This is an optimization exercise on Yosys and OpenROAD, whose aim is small area, not a production implementation. In this exercise RTL edits were held to simulation tests only and were not proved equivalent to the original. No driver is modelled on the clock port, so clocking that relies on it looks cheaper here than on a real chip.

==> indigo: inputs <==
==> flow/design.v <==
module nezoba_maptab (
    input  wire        cfg0,      
    input  wire        cfg1,      
    input  wire        cfg2,      
    input  wire        cfg15,     
    input  wire [3:0]  step,
    input  wire [14:0] p,         
    input  wire        tphase,    
    output wire        press,     
    output wire        bad        
);
    wire [15:0] q    = {5'b00000, p[14:4]};         
    wire        s0   = (step == 4'd0);
    wire        s1   = (step == 4'd1);
    wire        s2   = (step == 4'd2);
    wire        s3   = (step == 4'd3);
    wire c0_press  = cfg0 & q[step];
    wire c1_press  = cfg1 & (s0 ? p[8] & tphase :
                             (s1 | s2) ? p[9] :
                             s3 ? p[9] & tphase : 1'b0);
    wire c2_press  = cfg2 & (step == 4'd5) & p[9];
    wire c15_press = cfg15 & s1 & p[1];
    assign press = c0_press | c1_press | c2_press | c15_press;
    assign bad   = cfg15 & ((s0 & p[0]) | (s2 & p[1]));
endmodule
module nezoba_debounce #(
    parameter integer W = 8
) (
    input  wire         clk,
    input  wire         rst,
    input  wire         sample,    
    input  wire [7:0]   raw,
    input  wire         stable,    
    output wire         changed,   
    output reg  [W-1:0] acc
);
    reg [7:0] prev;
    assign changed = (raw != prev);
    wire [7:0] d = raw | {8{rst}};
    always @(posedge clk) begin
        if (rst || sample)
            prev <= d;
        if (rst || (sample && !changed && stable))
            acc <= d[W-1:0];
    end
endmodule
module nezoba_core (
    input  wire        clk,
    input  wire        rst,           
    input  wire [31:0] now,
    output reg  [1:0]  exp_op,
    input  wire [7:0]  exp_data,
    input  wire        exp_done,
    output wire [2:0]  pin_pullup,
    input  wire [2:0]  cfg_pin,
    output reg  [7:0]  evt,
    output reg         evt_valid,
    output wire        halted,
    output wire [1:0]  fault
);
    localparam [3:0] S_INIT  = 4'd0,    
                     S_BRD   = 4'd1,    
                     S_COPY  = 4'd2,    
                     S_BWAIT = 4'd3,    
                     S_TLOAD = 4'd4,    
                     S_CMPT  = 4'd5,    
                     S_CMPA  = 4'd6,    
                     S_CMPB  = 4'd7,    
                     S_RDA   = 4'd8,
                     S_RDB   = 4'd9,
                     S_SYNC  = 4'd10,   
                     S_WALK  = 4'd11,
                     S_DIAG  = 4'd12,
                     S_HALT  = 4'd13;
    reg  [3:0]  st;
    reg  [4:0]  k;
    reg  [31:0] rta, rtb, rtt;       
    reg         cy, gr;              
    reg         fa, fb, ft;          
    reg         tphase;              
    reg         cfg0, cfg1, cfg2, cfg15;
    wire k0   = (k == 5'd0);
    wire k31  = (k == 5'd31);
    wire nowk = now[k];
    reg c5000, c4999, c13299;
    always @(*) begin
        c5000  = 1'b0;
        c4999  = 1'b0;
        c13299 = 1'b0;
        case (k)
            5'd0, 5'd1:                           begin c4999 = 1'b1; c13299 = 1'b1; end
            5'd2:                                 c4999 = 1'b1;
            5'd3:                                 c5000 = 1'b1;
            5'd4, 5'd5, 5'd6, 5'd13:              c13299 = 1'b1;
            5'd7, 5'd8, 5'd9, 5'd12:              begin c5000 = 1'b1; c4999 = 1'b1; c13299 = 1'b1; end
            default: ;
        endcase
    end
    wire boot = (st == S_BWAIT);
    wire x    = boot ? rta[0] : nowk;
    wire y    = (st == S_CMPA) ? rta[0] : (st == S_CMPB) ? rtb[0] : rtt[0];
    wire cst  = boot ? c4999 : (st == S_CMPT) ? c13299 : c5000;
    wire cin  = k0 | cy;
    wire sd   = x ^ ~y ^ cin;
    wire g_nx = (sd != cst) ? sd : (~k0 & gr);
    always @(posedge clk) begin
        cy <= (x & ~y) | (x & cin) | (~y & cin);
        gr <= g_nx;
    end
    wire       smp_a = (st == S_RDA) && exp_done;
    wire       smp_b = (st == S_RDB) && exp_done;
    wire       chg_a, chg_b;
    wire [7:0] acc_a;
    wire [6:0] acc_b;                 
    nezoba_debounce #(.W(8)) u_bank_a (
        .clk(clk), .rst(rst), .sample(smp_a), .raw(exp_data),
        .stable(fa), .changed(chg_a), .acc(acc_a)
    );
    nezoba_debounce #(.W(7)) u_bank_b (
        .clk(clk), .rst(rst), .sample(smp_b), .raw(exp_data),
        .stable(fb), .changed(chg_b), .acc(acc_b)
    );
    wire [14:0] p = ~{acc_b, acc_a};     
    wire walk = (st == S_WALK);
    wire m_press, m_bad;
    nezoba_maptab u_map (
        .cfg0(cfg0), .cfg1(cfg1), .cfg2(cfg2), .cfg15(cfg15),
        .step(k[3:0]), .p(p), .tphase(tphase),
        .press(m_press), .bad(m_bad)
    );
    wire hit_bad = walk && !k[4] && m_bad;
    wire [2:0] n7 = {2'b00, p[0]} + {2'b00, p[1]} + {2'b00, p[2]} + {2'b00, p[4]}
                  + {2'b00, ~p[3]} + {2'b00, ~p[5]} + {2'b00, ~p[10]};
    reg xpos, xneg, ypos, yneg;
    always @(*) begin
        xpos = 1'b0; xneg = 1'b0; ypos = 1'b0; yneg = 1'b0;
        if (cfg0) begin
            xpos = p[3] & ~p[2];
            xneg = p[2] & ~p[3];
            ypos = p[0] & ~p[1];
            yneg = p[1] & ~p[0];
        end
        if (cfg2) begin
            xpos = n7[2];
            xneg = ~n7[2] & ~(n7[1] & n7[0]);
            ypos = p[6] | (p[4] & ~p[5]);
            yneg = ~p[6] & p[5] & ~p[4];
        end
    end
    reg [3:0] dcode;
    always @(*) begin
        case ({xpos, xneg, ypos, yneg})
            4'b0010: dcode = 4'd1;    
            4'b1010: dcode = 4'd2;    
            4'b1000: dcode = 4'd3;    
            4'b1001: dcode = 4'd4;    
            4'b0001: dcode = 4'd5;    
            4'b0101: dcode = 4'd6;    
            4'b0100: dcode = 4'd7;    
            4'b0110: dcode = 4'd8;    
            default: dcode = 4'd0;    
        endcase
    end
    assign pin_pullup = 3'b111;
    assign halted     = (st == S_DIAG) || (st == S_HALT);
    assign fault      = {halted, halted};
    always @(*) begin
        case (st)
            S_INIT:          exp_op = 2'd1;
            S_BRD, S_RDB:    exp_op = 2'd3;
            S_RDA:           exp_op = 2'd2;
            default:         exp_op = 2'd0;
        endcase
    end
    always @(*) begin
        evt_valid = 1'b0;
        evt       = 8'h00;
        case (st)
            S_TLOAD: begin evt_valid = k31; evt = 8'h00; end                
            S_CMPT:  begin evt_valid = k0;  evt = 8'h20; end                
            S_WALK: begin
                if (!k[4]) begin
                    evt_valid = m_press;  evt = {4'h4, k[3:0]};              
                end else if (k[3:1] == 3'b111) begin
                    evt_valid = 1'b1;
                    evt = k[0] ? 8'h80 : {4'h6, dcode};                     
                end
            end
            S_DIAG:  begin evt_valid = 1'b1; evt = 8'hE3; end
            default: ;
        endcase
    end
    wire pl_a = ((st == S_BRD) && exp_done) || (((st == S_COPY) || (st == S_BWAIT)) && k31);
    wire ld_a = walk && fa;
    wire ld_b = walk && fb;
    wire ld_t = (st == S_TLOAD) || (walk && ft);
    always @(posedge clk) begin
        rta <= pl_a ? now : {(ld_a ? nowk : rta[0]), rta[31:1]};
        rtb <= {(ld_b ? nowk : rtb[0]), rtb[31:1]};
        rtt <= {((st == S_COPY) ? rta[0] : ld_t ? nowk : rtt[0]), rtt[31:1]};
    end
    wire cfg_r = ~exp_data[7];
    always @(posedge clk) begin
        if (rst) begin
            st     <= S_INIT;
            k      <= 5'd0;
            tphase <= 1'b0;
            fa     <= 1'b0;
        end else begin
            k <= ((st == S_BRD) && exp_done) ? 5'd0 : k + 5'd1;
            if (smp_a) fa <= chg_a;
            if (smp_b) fb <= chg_b;
            case (st)
                S_INIT:   if (exp_done) st <= S_BRD;
                S_BRD: begin
                    if (exp_done) begin
                        if (fa && cfg_r == fb) begin
                            cfg0  <= (cfg_pin == 3'b111) && !cfg_r;
                            cfg1  <= (cfg_pin == 3'b111) &&  cfg_r;
                            cfg2  <= (cfg_pin == 3'b011) && !cfg_r;
                            cfg15 <= (cfg_pin == 3'b000) &&  cfg_r;
                            st    <= S_TLOAD;
                        end else begin
                            fa <= 1'b1;
                            fb <= cfg_r;
                            st <= S_COPY;
                        end
                    end
                end
                S_COPY:   if (k31) st <= S_BWAIT;
                S_BWAIT:  if (k31 && g_nx) st <= S_BRD;
                S_TLOAD:  if (k31) st <= S_CMPT;
                S_CMPT: begin
                    if (k31) begin
                        ft     <= g_nx;
                        tphase <= tphase ^ g_nx;
                        st     <= S_CMPA;
                    end
                end
                S_CMPA:   if (k31) begin fa <= g_nx; st <= S_CMPB; end
                S_CMPB:   if (k31) begin fb <= g_nx; st <= S_RDA; end
                S_RDA:    if (exp_done) st <= S_RDB;
                S_RDB:    if (exp_done) st <= S_SYNC;
                S_SYNC:   if (k31) st <= S_WALK;
                S_WALK: begin
                    if (hit_bad)  st <= S_DIAG;
                    else if (k31) st <= S_CMPT;
                end
                default:  st <= S_HALT;      
            endcase
        end
    end
endmodule
==> flow/flow/run.sh <==
#!/bin/bash
# Standard layout, with the smallest buffer on the ports and a lighter clock
# tree: clkbuf_4 leaves without dummy loads, upsized after CTS where a leaf
# drives many flip-flops (flow/post_cts.tcl).
set -euo pipefail
export BUFFER_PORTS_ARGS="-buffer_cell sky130_fd_sc_hd__buf_1"
export CTS_ARGS="-sink_clustering_enable -repair_clock_nets -buf_list sky130_fd_sc_hd__clkbuf_4 -root_buf sky130_fd_sc_hd__clkbuf_8 -dont_use_dummy_load"
export POST_CTS_TCL="$(pwd)/flow/post_cts.tcl"
bash standard.sh > standard.log 2>&1
==> flow/flow/post_cts.tcl <==
# After CTS: a leaf clock buffer that drives many flip-flops gets the next
# drive strength, so that every flip-flop clock pin keeps a sharp slew.
set resized 0
foreach inst [get_cells -quiet clkbuf_*] {
  if {[get_property $inst ref_name] != "sky130_fd_sc_hd__clkbuf_4"} { continue }
  set out [get_pins -of_objects $inst -filter "direction==output"]
  set fanout [expr {[llength [get_pins -of_objects [get_nets -of_objects $out]]] - 1}]
  if {$fanout > 9} {
    replace_cell $inst sky130_fd_sc_hd__clkbuf_8
    incr resized
  }
}
puts "post_cts: resized $resized leaf clock buffers"
if {$resized > 0} {
  detailed_placement
  check_placement -verbose
  estimate_parasitics -placement
}

# Area recovery: every combinational cell whose drive is larger than its
# smallest variant goes back to the smallest one; repair_design then restores
# drive wherever that breaks a slew or capacitance limit.
set lib_area {}
foreach lc [get_lib_cells sky130_fd_sc_hd__tt_025C_1v80/*] {
  dict set lib_area [get_name $lc] [get_property $lc area]
}
set dont_use $::env(DONT_USE_CELLS)
set downsized 0
foreach inst [get_cells *] {
  set m [get_property $inst ref_name]
  if {![regexp {^(sky130_fd_sc_hd__[a-z0-9]+)_([0-9]+)$} $m - base drv]} { continue }
  if {[string match "*clk*" $base] || [string match "*df*" $base] || [string match "*conb*" $base]} { continue }
  if {![dict exists $lib_area $m]} { continue }
  set best $m
  set best_area [dict get $lib_area $m]
  dict for {name a} $lib_area {
    if {[regexp "^${base}_\[0-9\]+\$" $name] && $a < $best_area && [lsearch -exact $dont_use $name] < 0} {
      set best $name
      set best_area $a
    }
  }
  if {$best != $m} {
    replace_cell $inst $best
    incr downsized
  }
}
puts "post_cts: downsized $downsized cells"
estimate_parasitics -placement
repair_design -slew_margin 20 -cap_margin 20
detailed_placement
check_placement -verbose
estimate_parasitics -placement
==> flow/standard.sh <==
#!/bin/bash
# synth_recipe.tcl (not shown) runs the flow's synth.tcl, then flattens the netlist and writes it again
# the make line also repeats each setting of config.mk as NAME=value (left out here)
make -C /OpenROAD-flow-scripts/flow DESIGN_CONFIG=/design/flow/config.mk WORK_HOME=/design/flow/orfs CLKGATE_MAP_FILE= SYNTH_SCRIPT=/design/flow/synth_recipe.tcl "${@:-finish}"
==> flow/config.mk <==
export PLATFORM = sky130hd
export DESIGN_NAME = nezoba_core
export DESIGN_NICKNAME = nezoba_core
export VERILOG_FILES = /design/flow/design.v
export SDC_FILE = /design/flow/constraint.sdc
export NUM_CORES = 4
export LEC_CHECK = 0
export CAP_MARGIN = 20
export CORE_MARGIN = 2
export CORE_UTILIZATION = 40
export PLACE_DENSITY = 0.6
export SLEW_MARGIN = 20
==> flow/constraint.sdc <==
create_clock -name core_clock -period 15.0 [get_ports {clk}]
set_input_delay 3.0000 -clock core_clock [delete_from_list [all_inputs] [get_ports {clk}]]
set_output_delay 3.0000 -clock core_clock [all_outputs]
set_load 0.01 [all_outputs]
==> fjord (differences from indigo) <==
--- a/flow/flow/run.sh
+++ b/flow/flow/run.sh
@@ -7,3 +7,4 @@
 export CTS_ARGS="-sink_clustering_enable -repair_clock_nets -buf_list sky130_fd_sc_hd__clkbuf_4 -root_buf sky130_fd_sc_hd__clkbuf_8 -dont_use_dummy_load"
 export POST_CTS_TCL="$(pwd)/flow/post_cts.tcl"
+export RECOVER_POWER=100
 bash standard.sh > standard.log 2>&1
==> flow/flow/post_cts.tcl (replaced) <==
# After CTS: a leaf clock buffer that drives many flip-flops gets the next
# drive strength, so that every flip-flop clock pin keeps a sharp slew.
set resized 0
foreach inst [get_cells -quiet clkbuf_*] {
  if {[get_property $inst ref_name] != "sky130_fd_sc_hd__clkbuf_4"} { continue }
  set out [get_pins -of_objects $inst -filter "direction==output"]
  set fanout [expr {[llength [get_pins -of_objects [get_nets -of_objects $out]]] - 1}]
  if {$fanout > 9} {
    replace_cell $inst sky130_fd_sc_hd__clkbuf_8
    incr resized
  }
}
puts "post_cts: resized $resized leaf clock buffers"
if {$resized > 0} {
  detailed_placement
  check_placement -verbose
  estimate_parasitics -placement
}
==> notes <==
- In die area, indigo and fjord do not differ.
- In synthesized cell count, indigo and fjord do not differ.
- In hold slack, indigo and fjord hardly differ.
- Sequential share of layout area is about the same in indigo and fjord.
- In global-route usage, indigo and fjord hardly differ.
- In clock-buffer cell count, indigo and fjord do not differ.
- indigo completed with no timing, DRC or antenna violations. fjord completed and failed the layout checks on capacitance limit, slew limit.
- In fjord the critical path depth is lower than in indigo, by 5.

==> re-timing with driven ports <==
The flow's constraints put no driver on any port. The routed layouts listed below were extracted and timed again, unchanged, in two steps. Step 1, drivers: a clkbuf_16 drives clk and a buf_2 each remaining input, both assumed. Step 2 moves the port delays by t, midway between the first and last clock arrival at a register: inputs arrive t later, outputs are due t later. That takes back most of the time a late clock gives input paths. Slacks: ideal ports / drivers / drivers and shift; pairs: ideal ports / drivers.
| run | t, ns | setup slack, ns | slew at the worst register clock pin (ns) |
|---|---|---|---|
| indigo | 0.448 | 8.401 / 8.366 / 8.811 | 0.10 / 0.10 |
| fjord | 0.451 | 8.147 / 8.110 / 8.561 | 0.10 / 0.10 |
